This design comes from an exercise in tuning for small area and few clock cycles per item on the open sky130 flow, not from production work.
Function was checked by simulation only, so behaviour that the tests miss may differ from the original.
Power figures rest on the tool's default switching activity, not on a simulated workload.

## design/flow/constraint.sdc

```tcl
create_clock -name core_clock -period 15.0 [get_ports {clk}]
set_input_delay 3.0000 -clock core_clock [delete_from_list [all_inputs] [get_ports {clk}]]
set_output_delay 3.0000 -clock core_clock [all_outputs]
set_load 0.01 [all_outputs]
```

## design/flow/design.v

```verilog
module kf_codec (
    input  wire        clk,
    input  wire        rst,         
    input  wire        in_valid,
    output wire        in_ready,
    input  wire [31:0] in_cmd,
    input  wire [63:0] in_opa,
    output wire        out_valid,
    input  wire        out_ready,
    output wire [63:0] out_res,
    output wire [2:0]  out_flags    
);
    assign in_ready  = out_ready;
    assign out_valid = in_valid;
    wire [7:0]  op  = in_cmd[31:24];
    wire [3:0]  len = in_cmd[23:20];
    wire [3:0]  mod = in_cmd[19:16];
    wire [15:0] imm = in_cmd[15:0];
    wire base_ok   = (imm == 16'd0) && (mod[3:1] == 3'd0) && (op[7:3] == 5'b00010);
    wire is_nop    = (in_cmd == 32'h0000_0000);
    wire is_kfdec  = base_ok && (op[2:0] == 3'd0);
    wire is_kfenc  = base_ok && (op[2:0] == 3'd1) && (len == 4'd0);
    wire is_xfdec  = base_ok && (op[2:0] == 3'd2) && !mod[0];
    wire is_rngdec = base_ok && (op[2:0] == 3'd3) && !mod[0];
    wire is_errtok = base_ok && (op[2:0] == 3'd4) && !mod[0];
    wire illegal   = !(is_nop || is_kfdec || is_kfenc || is_xfdec || is_rngdec || is_errtok);
    wire len1 = (len == 4'd1);
    wire do_kfdec  = is_kfdec  && (len == 4'd3);
    wire do_xfdec  = is_xfdec  && (len == 4'd8);
    wire do_rngdec = is_rngdec && len1;
    wire do_errtok = is_errtok && len1;
    wire parse_fail = (is_kfdec && (len != 4'd3)) || (is_xfdec && (len != 4'd8)) ||
                      ((is_rngdec || is_errtok) && !len1);
    wire div15 = mod[0];
    wire [7:0] b0 = in_opa[7:0];
    wire [7:0] b1 = in_opa[15:8];
    wire [7:0] b2 = in_opa[23:16];
    wire        kd_s = b0[7];
    wire [14:0] kd_f = {b0[6:0], b1};
    wire        kd_z3 = (kd_f[14:7] == 8'd0);
    wire [14:0] kd_n3 = kd_z3 ? {kd_f[6:0], 8'd0} : kd_f;
    wire        kd_z2 = (kd_n3[14:11] == 4'd0);
    wire [14:0] kd_n2 = kd_z2 ? {kd_n3[10:0], 4'd0} : kd_n3;
    wire        kd_z1 = (kd_n2[14:13] == 2'd0);
    wire [14:0] kd_n1 = kd_z1 ? {kd_n2[12:0], 2'd0} : kd_n2;
    wire        kd_z0 = !kd_n1[14];
    wire [13:0] kd_n0 = kd_z0 ? kd_n1[12:0] << 1 : kd_n1[13:0];
    wire        kd_nz = kd_n1[14] | kd_n1[13];
    wire [3:0]  kd_lz = {kd_z3, kd_z2, kd_z1, kd_z0};
    wire [10:0] kd_exp = {3'd0, ~b2[7], b2[6:0]} + 11'd893 + {10'd0, div15} - {7'd0, kd_lz};
    wire        ke_s = in_opa[63];
    wire [10:0] ke_E = in_opa[62:52];
    wire        ke_mnz = |in_opa[51:0];
    wire [11:0] ke_u = {1'b0, ke_E} + {11'd0, ~div15};
    wire ke_nan   = (&ke_E) && ke_mnz;
    wire ke_big   = (ke_u >= 12'd1150);
    wire ke_edge  = (ke_u == 12'd1149);
    wire ke_small = (ke_u <= 12'd878);           
    wire ke_clamp = (ke_u <= 12'd893);
    wire [3:0] ke_d = ke_clamp ? (4'd14 - ke_u[3:0]) : 4'd0;
    wire [15:0] ke_v  = {1'b1, in_opa[51:37]};
    wire        ke_st = |in_opa[36:0];
    wire [15:0] ke_w  = ke_v >> ke_d;
    wire [15:0] ke_lo = ke_v & ~(16'hFFFF << ke_d);
    wire        ke_stk = ke_st | (|ke_lo);
    wire        ke_up = ke_w[0] & (ke_stk | ke_w[1]);
    wire [15:0] ke_f1 = {1'b0, ke_w[15:1]} + {15'd0, ke_up};
    wire        ke_carry = ke_f1[15];
    wire        ke_f0 = ke_clamp && (ke_f1[14:0] == 15'd0);
    wire [7:0]  ke_eb = ke_clamp ? 8'h80 : (ke_u[7:0] + 8'd2 + {7'd0, ke_carry});
    wire ke_sat  = !ke_nan && (ke_big || (ke_edge && ke_carry));
    wire ke_bad  = ke_nan || ke_big || (ke_edge && ke_carry);
    wire ke_ok   = !ke_bad && !ke_small && !ke_f0;
    wire [14:0] ke_f = ke_f1[14:0] | {ke_carry, 14'd0};
    wire [23:0] ke_res = ke_ok  ? {ke_eb, ke_f[7:0], ke_s, ke_f[14:8]} :
                         ke_sat ? {8'h7F, 8'hFF, ke_s, 7'h7F} : 24'd0;
    wire        xf_s = in_opa[63];
    wire [10:0] xf_E = in_opa[62:52];
    wire [23:0] xf_M = in_opa[47:24];
    wire        xf_zero = (xf_E == 11'd0);
    wire        xf_inf  = (&xf_E);
    reg [5:0] rg_d;    
    always @(*) begin
        case (b0[4:0])
            5'd0:  rg_d = {2'd0, 2'd0, 2'd0};
            5'd1:  rg_d = {2'd0, 2'd0, 2'd1};
            5'd2:  rg_d = {2'd0, 2'd0, 2'd2};
            5'd3:  rg_d = {2'd0, 2'd1, 2'd0};
            5'd4:  rg_d = {2'd0, 2'd1, 2'd1};
            5'd5:  rg_d = {2'd0, 2'd1, 2'd2};
            5'd6:  rg_d = {2'd0, 2'd2, 2'd0};
            5'd7:  rg_d = {2'd0, 2'd2, 2'd1};
            5'd8:  rg_d = {2'd0, 2'd2, 2'd2};
            5'd9:  rg_d = {2'd1, 2'd0, 2'd0};
            5'd10: rg_d = {2'd1, 2'd0, 2'd1};
            5'd11: rg_d = {2'd1, 2'd0, 2'd2};
            5'd12: rg_d = {2'd1, 2'd1, 2'd0};
            5'd13: rg_d = {2'd1, 2'd1, 2'd1};
            5'd14: rg_d = {2'd1, 2'd1, 2'd2};
            5'd15: rg_d = {2'd1, 2'd2, 2'd0};
            5'd16: rg_d = {2'd1, 2'd2, 2'd1};
            5'd17: rg_d = {2'd1, 2'd2, 2'd2};
            5'd18: rg_d = {2'd2, 2'd0, 2'd0};
            5'd19: rg_d = {2'd2, 2'd0, 2'd1};
            5'd20: rg_d = {2'd2, 2'd0, 2'd2};
            5'd21: rg_d = {2'd2, 2'd1, 2'd0};
            5'd22: rg_d = {2'd2, 2'd1, 2'd1};
            5'd23: rg_d = {2'd2, 2'd1, 2'd2};
            5'd24: rg_d = {2'd2, 2'd2, 2'd0};
            5'd25: rg_d = {2'd2, 2'd2, 2'd1};
            5'd26: rg_d = {2'd2, 2'd2, 2'd2};
            5'd27: rg_d = {2'd0, 2'd0, 2'd0};
            5'd28: rg_d = {2'd0, 2'd0, 2'd1};
            5'd29: rg_d = {2'd0, 2'd0, 2'd2};
            5'd30: rg_d = {2'd0, 2'd1, 2'd0};
            default: rg_d = {2'd0, 2'd1, 2'd1};
        endcase
    end
    wire [2:0] rg_r0 = {1'b0, rg_d[1:0]} + 3'd1 + (b0[5] ? 3'd3 : 3'd0);
    wire [2:0] rg_r1 = {1'b0, rg_d[3:2]} + 3'd1 + (b0[6] ? 3'd3 : 3'd0);
    wire [2:0] rg_r2 = {1'b0, rg_d[5:4]} + 3'd1 + (b0[7] ? 3'd3 : 3'd0);
    wire [26:0] rg_res = {b0[7:5], 5'd0, rg_r2, 5'd0, rg_r1, 5'd0, rg_r0};
    wire        et_lo = (b0[7:5] == 3'b011);
    wire        et_hi = (b0[7:5] == 3'b010);
    wire [31:0] et_dec = 32'd1 << b0[4:0];
    wire [25:0] et_one = et_dec[26:1];
    wire [63:0] kd_res = kd_nz ? {kd_s, kd_exp, kd_n0, 38'd0} : {kd_s, 63'd0};
    wire [63:0] xf_res = xf_zero ? {xf_s, 63'd0} :
                         xf_inf  ? {xf_s, 11'h7FF, 52'd0} :
                                   {xf_s, xf_E, xf_M, 28'd0};
    assign out_res = ({64{do_kfdec}}  & kd_res) |
                     ({64{is_kfenc}}  & {40'd0, ke_res}) |
                     ({64{do_xfdec}}  & xf_res) |
                     ({64{do_rngdec}} & {37'd0, rg_res}) |
                     ({64{do_errtok & et_hi}} & {6'd0, et_one, 32'd0}) |
                     ({64{do_errtok & et_lo}} & {38'd0, et_one});
    wire bad_value = (is_kfenc && ke_bad) || (do_xfdec && xf_inf);
    assign out_flags = {illegal, bad_value, parse_fail};
endmodule
```

## design/flow/config.mk

```make
export PLATFORM = sky130hd
export DESIGN_NAME = kf_codec
export DESIGN_NICKNAME = kf_codec
export VERILOG_FILES = /design/flow/design.v
export SDC_FILE = /design/flow/constraint.sdc
export NUM_CORES = 4
export LEC_CHECK = 0
export CAP_MARGIN = 20
export CORE_MARGIN = 2
export CORE_UTILIZATION = 40
export SLEW_MARGIN = 20
```

## design/flow/run.sh

```bash
#!/bin/bash
# synth_recipe.tcl (not shown) runs the flow's synth.tcl, then flattens the netlist and writes it again
# the make line also repeats each setting of config.mk as NAME=value (left out here)
make -C /OpenROAD-flow-scripts/flow DESIGN_CONFIG=/design/flow/config.mk WORK_HOME=/design/flow/orfs CLKGATE_MAP_FILE= SYNTH_SCRIPT=/design/flow/synth_recipe.tcl finish
```

==> qor.csv <==
metric,value,unit
run_status,finished clean,
via_per_inst,6.62,
rsz0062_at_grt,false,
combPwrFrac,1.000,
setup_tns,0,ps
grt_pass1_vias,6620,
grt_max_degree,26,
power_density,34.9,nW/um^2
ctsResizeCount,0,
seq_area_frac_synth,0,
critPathMaxStageDelay,790,ps
finalMaxSlewViolations,0,
clkPwrFrac,0,
max-slew-margin-rel,0.309,
yosys.area.top_type,nand2_1,
synth_nets,918,
fin_crit_sh,0.884,
gr-total-overflow,0,
postCtsSetupRepairBufs,0,
synth_top_area_share,0.0766,
hpwl,18.9,mm
antenna_found_initial,0,
hold_path_startpoint,out_ready,
layout_common_cells,"clkdlybuf4s50_1 (162), nand2_1 (104), nor2_1 (78)",
critical_path_arrival,10250,ps
maxCapViolCount,0,
cpMostUsedCell,ha_1,
fmax,75.5,MHz
syn_area,5100,um^2
holdWs,6000,ps
holdPathStages,0,
p_int,0.0884,mW
vias,7099,
finalHoldViolCount,0,
die_h,117,um
syn_area_per_cell,6.46,um^2
gp_congestion,1.04,
grt_usage,0.335,
required,12000,ps
dr.pass1.iters,6,
hp-class,in -> out,
io_pins,169,
endpoint_kind,output pin,
crit_type,in -> out,
min_to,in_ready,
critPathSlowestCell,ha_1,
n_clock_buffer,0,
drt-met1-wl,9.93,mm
layout_setup_ws,1750,ps
dr.first_iter.drc_count,965,
design.final.nets,1032,
power,0.233,mW
area.sequential,0,um^2
setup_viol,0,
routed.top_layer,met4,
syn_inst,789,
drive_above_1_share,0.0455,
yosysUniqueCellTypes,94,
dieArea,13700,um^2
startpoint_type,input pin,
diodes,0,
power_leakage,2.37,nW
min_period,13250,ps
post-place-ws,1980,ps
power_switching,0.145,mW
seqPwrFrac,0,
ir_worst_vdd,0.0190,mV
final_common_cell,clkdlybuf4s50_1,
wl_met2,10.6,mm
routed_wirelength,23.8,mm
place_inst,1073,
grt_pass1_wl,36.1,mm
core_area,12500,um^2
yosysWarningCount,1,
worst-slew-pin-transition,1030,ps
path_cells,clkdlybuf4s50_1 -> inv_1 -> ha_1 -> ha_1 -> ha_1 -> inv_1 -> nor2_1 -> nand2_1 -> o221ai_1 -> nor2_1 -> a2bb2oi_1 -> a311oi_1 -> nor2b_1 -> and4b_1 -> ha_1 -> inv_1 -> a21oi_1 -> nand2_1 -> nor2_1 -> nand2_1 -> xnor2_1 -> a21oi_1 -> a32o_1 -> clkdlybuf4s50_1,
die_x,117,um
port_buffers,162,
synthTopCellsByArea,"nand2_1 (7.7%), ha_1 (5.9%), o21ai_0 (5.9%), nor2_1 (5.7%), a21oi_1 (4.9%)",
nFlopsAndLatches,0,
cts.hold.buffers_added,0,
start_util,0.407,
wire_per_inst,22.2,um
stdcell_count,1073,
rows,41,
drc,0,
final_antenna_net_count,0,
area_growth,31.2,%
swShare,0.621,
met3WireLength,2.40,mm
worst-path-max-fanout,24,
==> critical path, delay by kind of cell <==
kind	cells	cell delay, ps
AO/OA/AOI/OAI	6	1610
XOR/XNOR	1	140
adder cells (fa/ha/maj)	4	1700
buffers and inverters	5	1850
AND/OR/NAND/NOR	8	1940
==> power by group through the flow <==
stage                     clock network (mW)  registers [mW]  logic [mW]
after global routing                       0               0       0.251
final                                      0               0       0.233
after floorplan                            0               0       0.151
after CTS                                  0               0       0.226
after detailed placement                   0               0       0.225
after global placement                     0               0       0.222
==> worst max path at each step <==
stage	from	end	slack [ps]	depth (start not counted)
floorplan	in_cmd[16]	out_res[22]	4770	21
global placement	in_cmd[16]	out_res[23]	2040	24
detailed placement	in_cmd[16]	out_res[23]	1980	24
CTS	in_cmd[16]	out_res[23]	1950	24
global route	in_cmd[16]	out_res[22]	1420	23
finish	in_cmd[16]	out_res[23]	1750	24
==> cell usage after synthesis, drive strengths merged (11+ instances only) <==
cell type  instances
nor2              80
ha                24
xnor2             17
nand2            105
a31oi             12
nor3              20
and2              12
a22oi             14
nor4              29
nor2b             11
a211oi            11
a221o             12
o211ai            11
o21ai             63
mux2i             15
inv               38
o22ai             15
clkbuf            32
nand3             18
buf               22
nand4             14
o221ai            18
a21oi             54
==> layer usage <==
metal,vias to the layer above,GRT usage
li1,3255,-
met1,3330,0.451
met2,451,0.547
met3,63,0.0572
met4,0,0.108
met5,-,0
==> cells by family after synthesis <==
group	count (synthesis)	synth area share
other cells	1	0.000736
fa+ha+maj	29	0.0786
mux	20	0.0471
buf+inv	93	0.0842
xor+xnor	28	0.0636
compound gates	283	0.399
simple gates	335	0.327
==> per-stage QoR <==
| step | instance area [um^2] | utilization |
|---|---|---|
| floorplan | 5100 | - |
| global placement | 6690 | 0.534 |
| detailed placement | 6690 | 0.534 |
| CTS | 6690 | 0.534 |
| global route | 6690 | 0.534 |
| finish | 6690 | 0.534 |
==> cell type report <==
type                       count  area [um^2]
tap                          172          215
timing repair buffer         166         1650
inverter                      39          146
multi-input combinational    696         4670
fill                        1302         5830
Testbench counts, summed over its fixed seeds: cycles 24,000, items 24,000.
